Background: an optimization exercise with open tools, aiming at small area, a short achievable clock period and few clock cycles per item. Do not read the settings as production practice.
RTL that was checked went through simulation tests only; none was proved equivalent to the original.
Power is estimated from default activity; no workload was simulated.

Design tcmp_codec, start of the top module:
module tcmp_codec (
    input  wire        clk,
    input  wire        rst,
    input  wire        rx_valid,
    input  wire [7:0]  rx_byte,
    output wire        rx_ready,
    output wire        ud_valid,
    output wire [7:0]  ud_byte,
    output wire        ev_valid,
    output wire [1:0]  ev_kind,
    output wire [15:0] ev_family,
    output wire [7:0]  ev_code,
    output wire [15:0] ev_paylen,
    input  wire        msg_valid,
    output wire        msg_ready,
    input  wire [15:0] msg_family,
    input  wire [7:0]  msg_code,
    input  wire [15:0] msg_paylen,
    input  wire        pl_valid,
    output wire        pl_ready,
    input  wire [7:0]  pl_byte,
    output wire        tx_valid,
    input  wire        tx_ready,
    output wire [7:0]  tx_byte
);
Size in the first run: about 180 flip-flops, roughly 130 I/O pins.
clock: 4.5 ns
lec_check: 0
cap_margin: 20
core_margin: 2
core_utilization: 65
cts_buf_list: sky130_fd_sc_hd__clkbuf_4 sky130_fd_sc_hd__clkbuf_8
place_density: 0.8
setup_slack_margin: 2.5
slew_margin: 20
standard.sh (not shown) runs the stock make flow with config.mk's settings and CLKGATE_MAP_FILE= SYNTH_SCRIPT=/design/flow/synth_recipe.tcl, a recipe that flattens the netlist after the stock synthesis.
==> flow/flow/run.sh <==
#!/bin/bash
# Standard layout, with plain buffers (not delay cells) on the ports.
export BUFFER_PORTS_ARGS="-buffer_cell sky130_fd_sc_hd__buf_2"
bash standard.sh > standard.log 2>&1
Edit:
Settings changed: CORE_UTILIZATION 65 to 70, PLACE_DENSITY 0.8 to 0.85, SETUP_SLACK_MARGIN 2.5 to 2.2.
What happened:
- routed wire length shrinks by 14%
- total power decreases by 3.4%
- setup slack gets worse by 52 ps
- worst hold slack improved by 3.8 ps
- first-iteration DRC count went down by 15%
No run of this note included a check of the RTL's function; only the layout flow was run.

alpha:
tcmp_codec, a different RTL version from the one above (not shown whole).
Size in the first run: ~950 cells after synthesis, roughly 160 flip-flops, roughly 9500 um2 of cells after synthesis.
Design tcmp_codec, start of the top module:
module tcmp_codec (
    input  wire        clk,
    input  wire        rst,
    input  wire        rx_valid,
    input  wire [7:0]  rx_byte,
    output wire        rx_ready,
    output wire        ud_valid,
    output wire [7:0]  ud_byte,
    output wire        ev_valid,
    output wire [1:0]  ev_kind,
    output wire [15:0] ev_family,
    output wire [7:0]  ev_code,
    output wire [15:0] ev_paylen,
    input  wire        msg_valid,
    output wire        msg_ready,
    input  wire [15:0] msg_family,
    input  wire [7:0]  msg_code,
    input  wire [15:0] msg_paylen,
    input  wire        pl_valid,
    output wire        pl_ready,
    input  wire [7:0]  pl_byte,
    output wire        tx_valid,
    input  wire        tx_ready,
    output wire [7:0]  tx_byte
);
Settings: LEC_CHECK=0, CAP_MARGIN=20, CORE_MARGIN=2, CORE_UTILIZATION=60, PLACE_DENSITY=0.75, SETUP_SLACK_MARGIN=1.8, SLEW_MARGIN=20; clock period 4.5 ns.
Scripts as last shown in full above: flow/flow/run.sh
alpha finished every stage and its layout cleared the timing, design-rule and antenna checks.
Testbench counts of alpha, summed over its fixed seeds: cycles 50,961, items 50,921.
The inputs of beta differ from those of alpha as listed below.
==> flow/run.sh (new file) <==
#!/bin/bash
# synth_recipe.tcl (not shown) runs the flow's synth.tcl, then flattens the netlist and writes it again
# the make line also repeats each setting of config.mk as NAME=value (left out here)
make -C /OpenROAD-flow-scripts/flow DESIGN_CONFIG=/design/flow/config.mk WORK_HOME=/design/flow/orfs CLKGATE_MAP_FILE= SYNTH_SCRIPT=/design/flow/synth_recipe.tcl finish
removed: flow/flow/run.sh
removed: flow/standard.sh
Results
Going from alpha to beta, fmax +about 0.7%; internal power of the cells +6.7%; setup slack +20 ps. Post-route minimum period for beta: 20 ps down relative to alpha. Summary: with alpha as the reference, cell area in beta moved up by a little under 10%. Compared with alpha, the detailed router inserted more vias in beta. The data arrival at the endpoint of the critical path in beta was lower than what alpha gave. beta vs alpha: global routing usage summed across all routing layers up in beta. The worst setup path endpoint comes out u_rx.lcs_ok in one run and u_tx.pay_rdy in the other, namely in beta and alpha respectively. Of the two candidates, alpha has the better wire length and beta the worse one. Hold slack on beta is behind alpha.
Modified inputs, gamma compared to beta
Settings: SETUP_SLACK_MARGIN removed (was 1.8).
Notes after the runs:
gamma against beta: count of vias placed by the detailed router lost 617; switching share of power lost 0.98 points; global-route wire length before repair lost 9.9%; total wire length after detailed routing lost 3.6 mm.
gamma against beta: non-clock buffer count lost about 30%; minimum clock period rose 580 ps.
The path type of the worst setup path comes out input pin to output pin in one run and register to register in the other, namely in gamma and beta respectively.

tcmp_codec, a different RTL version from the one above (not shown whole).
For scale: about 940 cells after synthesis.
export LEC_CHECK = 0
export CAP_MARGIN = 20
export CORE_MARGIN = 2
export CORE_UTILIZATION = 60
export PLACE_DENSITY = 0.75
export SETUP_SLACK_MARGIN = 2.1
export SLEW_MARGIN = 20
create_clock -name core_clock -period 4.5 [get_ports {clk}]
==> flow/flow/run.sh <==
#!/bin/bash
# Standard layout, with plain buffers (not delay cells) on the ports.
export BUFFER_PORTS_ARGS="-buffer_cell sky130_fd_sc_hd__buf_2"
bash standard.sh > standard.log 2>&1
The first run completed with no timing, DRC or antenna violations.
Next try:
--- a/flow/config.mk
+++ b/flow/config.mk
@@ -10,3 +10,4 @@
-export CORE_UTILIZATION = 60
-export PLACE_DENSITY = 0.75
-export SETUP_SLACK_MARGIN = 2.1
+export CORE_UTILIZATION = 70
+export CTS_BUF_LIST = sky130_fd_sc_hd__clkbuf_4 sky130_fd_sc_hd__clkbuf_8
+export PLACE_DENSITY = 0.85
+export SETUP_SLACK_MARGIN = 1.8
- fmax fell by 5.7%
- die area fell by 14%
- critical path depth fell by 6
- wire length hardly moves
- global-route usage rose by 4.6 points
- cell count fell by 3.2%
- hold slack gains 9.1 ps
- via count rose by 2.5%
Next try:
--- a/flow/config.mk
+++ b/flow/config.mk
@@ -10,3 +10,2 @@
-export CORE_UTILIZATION = 70
-export CTS_BUF_LIST = sky130_fd_sc_hd__clkbuf_4 sky130_fd_sc_hd__clkbuf_8
-export PLACE_DENSITY = 0.85
+export CORE_UTILIZATION = 60
+export PLACE_DENSITY = 0.75
The changed run completed with no timing, DRC or antenna violations.
Power climbs by 9.3%.
Non-clock buffer count goes down by 7.
Sequential power barely changes.
Flip-flop and latch count stays the same.
Worst setup slack gets worse by 46 ps.
Hold slack gets worse by 5.7 ps.
No functional check of the RTL was part of any run of this note.

The RTL this note starts from:
==> flow/design.v <==
module tcmp_crc16_byte (
    input  wire [15:0] crc_in,
    input  wire [7:0]  data,
    output reg  [15:0] crc_out
);
    integer i;
    reg [15:0] c;
    always @(*) begin
        c = crc_in ^ {8'h00, data};
        for (i = 0; i < 8; i = i + 1) begin
            if (c[0])
                c = (c >> 1) ^ 16'h8408;
            else
                c = c >> 1;
        end
        crc_out = c;
    end
endmodule
module tcmp_rx (
    input  wire        clk,
    input  wire        rst,
    input  wire        in_valid,
    input  wire [7:0]  in_byte,
    output wire        in_ready,
    output reg         ud_valid,
    output reg  [7:0]  ud_byte,
    output reg         ev_valid,
    output reg  [1:0]  ev_kind,
    output wire [15:0] ev_family,
    output wire [7:0]  ev_code,
    output wire [15:0] ev_paylen
);
    localparam [7:0] FLAG = 8'h7E;
    localparam [7:0] ESC  = 8'h7D;
    localparam [1:0] EV_MSG  = 2'd1;
    localparam [1:0] EV_HDLC = 2'd2;
    localparam [1:0] EV_TCMP = 2'd3;
    reg        esc;        
    reg        bad;        
    reg [3:0]  pos;        
    reg [7:0]  sum;        
    reg        lcs_ok;     
    reg [15:0] plen;       
    reg        short;      
    reg [15:0] pcnt;       
    reg [15:0] family;
    reg [7:0]  code;
    reg [7:0]  last2;      
    reg [15:0] crc;        
    assign in_ready  = 1'b1;
    assign ev_family = family;
    assign ev_code   = code;
    assign ev_paylen = plen;
    wire is_flag = (in_byte == FLAG);
    wire is_esc  = (in_byte == ESC);
    wire esc_ok  = (in_byte == 8'h5D) || (in_byte == 8'h5E);
    wire [7:0] unesc_val = esc ? (in_byte ^ 8'h20) : in_byte;
    wire produce = in_valid && !is_flag && !bad &&
                   (esc ? esc_ok : !is_esc);
    wire [15:0] crc_next;
    tcmp_crc16_byte u_crc (.crc_in(crc), .data(last2), .crc_out(crc_next));
    wire [7:0]  sum_next = sum + unesc_val;
    wire [16:0] plen_m5  = {1'b0, plen} - 17'd5;
    wire decode_ok = pos[3] && lcs_ok && !short && (pcnt == plen) &&
                     (crc == {last2, ud_byte});
    always @(posedge clk) begin
        if (rst) begin
            esc      <= 1'b0;
            bad      <= 1'b0;
            pos      <= 4'd0;
            pcnt     <= 16'd0;
            crc      <= 16'h6363;
            ud_valid <= 1'b0;
            ev_valid <= 1'b0;
        end else begin
            ud_valid <= produce;
            ev_valid <= 1'b0;
            if (in_valid) begin
                if (is_flag) begin
                    ev_valid <= bad || esc || (pos != 4'd0);
                    ev_kind  <= (bad || esc) ? EV_HDLC :
                                decode_ok    ? EV_MSG  : EV_TCMP;
                    esc  <= 1'b0;
                    bad  <= 1'b0;
                    pos  <= 4'd0;
                    pcnt <= 16'd0;
                    crc  <= 16'h6363;
                end else if (!bad) begin
                    if (esc) begin
                        esc <= 1'b0;
                        if (!esc_ok)
                            bad <= 1'b1;
                    end else if (is_esc) begin
                        esc <= 1'b1;
                    end
                end
            end
            if (produce) begin
                ud_byte <= unesc_val;
                last2   <= ud_byte;
                if (!pos[3])
                    pos <= pos + 4'd1;
                else if (pcnt != 16'hFFFF)
                    pcnt <= pcnt + 16'd1;
                case (pos)
                    4'd0: sum <= unesc_val;
                    4'd1: begin
                        sum  <= sum_next;
                        plen <= {sum, unesc_val};
                    end
                    4'd2: begin
                        lcs_ok <= (sum_next == 8'h00);
                        plen   <= plen_m5[15:0];
                        short  <= plen_m5[16];
                    end
                    4'd3: family[15:8] <= unesc_val;
                    4'd4: family[7:0]  <= unesc_val;
                    4'd5: code         <= unesc_val;
                    default: ;
                endcase
                if (pos >= 4'd2)
                    crc <= crc_next;
            end
        end
    end
endmodule
module tcmp_tx (
    input  wire        clk,
    input  wire        rst,
    input  wire        msg_valid,
    output wire        msg_ready,
    input  wire [15:0] msg_family,
    input  wire [7:0]  msg_code,
    input  wire [15:0] msg_paylen,
    input  wire        pl_valid,
    output wire        pl_ready,
    input  wire [7:0]  pl_byte,
    output reg         out_valid,
    input  wire        out_ready,
    output reg  [7:0]  out_byte
);
    localparam [7:0] FLAG = 8'h7E;
    localparam [7:0] ESC  = 8'h7D;
    localparam [3:0] S_IDLE = 4'd0,    
                     S_LENH = 4'd1,
                     S_LENL = 4'd2,
                     S_LCS  = 4'd3,
                     S_FAMH = 4'd4,
                     S_FAML = 4'd5,
                     S_CODE = 4'd6,
                     S_PAY  = 4'd7,
                     S_CRCH = 4'd8,
                     S_CRCL = 4'd9,
                     S_EOF  = 4'd10;
    reg [3:0]  state;
    reg [7:0]  hdr;        
    reg [15:0] remain;     
    reg        esc_pend;   
    reg        esc_bit;    
    reg        crc_pend;   
    reg [15:0] crc;
    wire [15:0] len = msg_paylen + 16'd5;
    wire [7:0]  lcs = 8'h00 - (len[15:8] + len[7:0]);
    wire [7:0] crc_data = {out_byte[7:2],
                           (esc_pend && !esc_bit) ? 2'b10 : out_byte[1:0]};
    wire [15:0] crc_fold;
    tcmp_crc16_byte u_crc (.crc_in(crc), .data(crc_data), .crc_out(crc_fold));
    wire [15:0] crc_cur = crc_pend ? crc_fold : crc;
    reg [7:0] cur;
    always @(*) begin
        case (state)
            S_PAY:   cur = pl_byte;
            S_CRCH:  cur = crc_cur[15:8];
            S_CRCL:  cur = crc[7:0];
            default: cur = hdr;
        endcase
    end
    wire is_packet = (state != S_IDLE) && (state != S_EOF);
    wire cur_esc   = (cur[7:2] == 6'b011111) && (cur[1] ^ cur[0]);    
    wire slot_free = !out_valid || out_ready;
    wire have_byte = (state == S_IDLE) ? msg_valid :
                     (state == S_PAY)  ? pl_valid  : 1'b1;
    wire load      = slot_free && (esc_pend || have_byte);
    wire advance   = slot_free && !esc_pend && have_byte;
    assign msg_ready = (state == S_CODE) && slot_free && !esc_pend;
    assign pl_ready  = (state == S_PAY)  && slot_free && !esc_pend;
    always @(posedge clk) begin
        if (rst) begin
            state     <= S_IDLE;
            esc_pend  <= 1'b0;
            crc_pend  <= 1'b0;
            out_valid <= 1'b0;
        end else begin
            if (crc_pend)
                crc <= crc_fold;
            crc_pend <= 1'b0;
            if (out_valid && out_ready)
                out_valid <= 1'b0;
            if (load) begin
                out_valid <= 1'b1;
                if (esc_pend) begin
                    out_byte <= {6'b010111, !esc_bit, esc_bit};   
                    esc_pend <= 1'b0;
                end else if (is_packet && cur_esc) begin
                    out_byte <= ESC;
                    esc_pend <= 1'b1;
                    esc_bit  <= cur[0];
                end else begin
                    out_byte <= is_packet ? cur : FLAG;
                end
            end
            if (advance) begin
                crc_pend <= is_packet && (state != S_CRCH) && (state != S_CRCL);
                case (state)
                    S_IDLE: begin
                        crc   <= 16'h6363;
                        hdr   <= len[15:8];
                        state <= S_LENH;
                    end
                    S_LENH: begin hdr <= len[7:0];          state <= S_LENL; end
                    S_LENL: begin hdr <= lcs;               state <= S_LCS;  end
                    S_LCS:  begin hdr <= msg_family[15:8];  state <= S_FAMH; end
                    S_FAMH: begin hdr <= msg_family[7:0];   state <= S_FAML; end
                    S_FAML: begin hdr <= msg_code;          state <= S_CODE; end
                    S_CODE: begin
                        remain <= msg_paylen;
                        state  <= (msg_paylen == 16'd0) ? S_CRCH : S_PAY;
                    end
                    S_PAY: begin
                        remain <= remain - 16'd1;
                        if (remain == 16'd1)
                            state <= S_CRCH;
                    end
                    S_CRCH: state <= S_CRCL;
                    S_CRCL: state <= S_EOF;
                    default: state <= S_IDLE;    
                endcase
            end
        end
    end
endmodule
module tcmp_codec (
    input  wire        clk,
    input  wire        rst,
    input  wire        rx_valid,
    input  wire [7:0]  rx_byte,
    output wire        rx_ready,
    output wire        ud_valid,
    output wire [7:0]  ud_byte,
    output wire        ev_valid,
    output wire [1:0]  ev_kind,
    output wire [15:0] ev_family,
    output wire [7:0]  ev_code,
    output wire [15:0] ev_paylen,
    input  wire        msg_valid,
    output wire        msg_ready,
    input  wire [15:0] msg_family,
    input  wire [7:0]  msg_code,
    input  wire [15:0] msg_paylen,
    input  wire        pl_valid,
    output wire        pl_ready,
    input  wire [7:0]  pl_byte,
    output wire        tx_valid,
    input  wire        tx_ready,
    output wire [7:0]  tx_byte
);
    tcmp_rx u_rx (
        .clk(clk), .rst(rst),
        .in_valid(rx_valid), .in_byte(rx_byte), .in_ready(rx_ready),
        .ud_valid(ud_valid), .ud_byte(ud_byte),
        .ev_valid(ev_valid), .ev_kind(ev_kind), .ev_family(ev_family),
        .ev_code(ev_code), .ev_paylen(ev_paylen)
    );
    tcmp_tx u_tx (
        .clk(clk), .rst(rst),
        .msg_valid(msg_valid), .msg_ready(msg_ready),
        .msg_family(msg_family), .msg_code(msg_code), .msg_paylen(msg_paylen),
        .pl_valid(pl_valid), .pl_ready(pl_ready), .pl_byte(pl_byte),
        .out_valid(tx_valid), .out_ready(tx_ready), .out_byte(tx_byte)
    );
endmodule
Settings: LEC_CHECK=0, ABC_CLOCK_PERIOD_IN_PS=2000, CAP_MARGIN=20, CORE_MARGIN=2, CORE_UTILIZATION=55, PLACE_DENSITY=0.7, SETUP_SLACK_MARGIN=2.4, SLEW_MARGIN=20; clock period 4.5 ns.
run.sh (not shown) runs the stock make flow with config.mk's settings and CLKGATE_MAP_FILE= SYNTH_SCRIPT=/design/flow/synth_recipe.tcl, a recipe that flattens the netlist after the stock synthesis.
Stock flow here: none of the scripts above is used.
Testbench counts at the start, summed over its fixed seeds: cycles 50,953, items 50,921.
==> next run, changes <==
ABC_CLOCK_PERIOD_IN_PS = default   (was 2000)
After rerunning: Wire length stays the same. Non-clock buffer count stays the same. Utilization is unchanged. Maximum frequency does not change. Design area stays the same. Register-to-register slack is about the same. Cell count is unchanged. Hold slack is unchanged. Clock-buffer cell count stays the same. Combinational power stays flat. Global-route usage does not change.

what the ideal ports hide:
The flow's constraints put no driver on any port. The routed layouts listed below were extracted and timed again, unchanged, in two steps. Step 1, drivers: a clkbuf_16 drives clk and a buf_2 each remaining input, both assumed. Step 2 moves the port delays by t, midway between the first and last clock arrival at a register: inputs arrive t later, outputs are due t later. That takes back most of the time a late clock gives input paths. a / b / c = no drivers / after step 1 / after step 2; a / b = the first two.
| run | t (ns) | setup slack, ns | hold WS [ns] | worst setup path after step 2 | cell pins on the clock port's net |
|---|---|---|---|---|---|
| the first run of note 1 | 0.512 | 2.112 / 2.112 / 1.730 | 0.505 / 0.505 / 0.505 | input to register | 1 |
| the second run of note 1 | 0.491 | 2.060 / 2.060 / 1.747 | 0.509 / 0.509 / 0.509 | input to register | 1 |
| alpha | 0.462 | 1.743 / 1.743 / 1.470 | 0.512 / 0.512 / 0.512 | input to register | 1 |
| beta | 0.474 | 1.763 / 1.755 / 1.281 | 0.499 / 0.499 / 0.499 | input to register | 1 |
| gamma | 0.463 | 1.180 / 1.154 / 1.131 | 0.486 / 0.486 / 0.486 | input to register | 1 |
| the first run of note 3 | 0.473 | 2.042 / 2.042 / 1.719 | 0.511 / 0.511 / 0.511 | input to register | 1 |
| the second run of note 3 | 0.514 | 1.895 / 1.895 / 1.626 | 0.520 / 0.508 / 0.520 | input to register | 1 |
| the third run of note 3 | 0.470 | 1.849 / 1.849 / 1.632 | 0.515 / 0.515 / 0.515 | input to register | 1 |
| the first run of note 4 | 0.469 | 1.388 / 1.398 / 0.929 | 0.489 / 0.489 / 0.489 | input to register | 1 |
| the second run of note 4 | 0.469 | 1.388 / 1.398 / 0.929 | 0.489 / 0.489 / 0.489 | input to register | 1 |
After both steps setup and hold are still met in every run listed. The setup slack of beta, which loses most, moves by -0.008 ns with the drivers and by -0.482 ns with both steps.
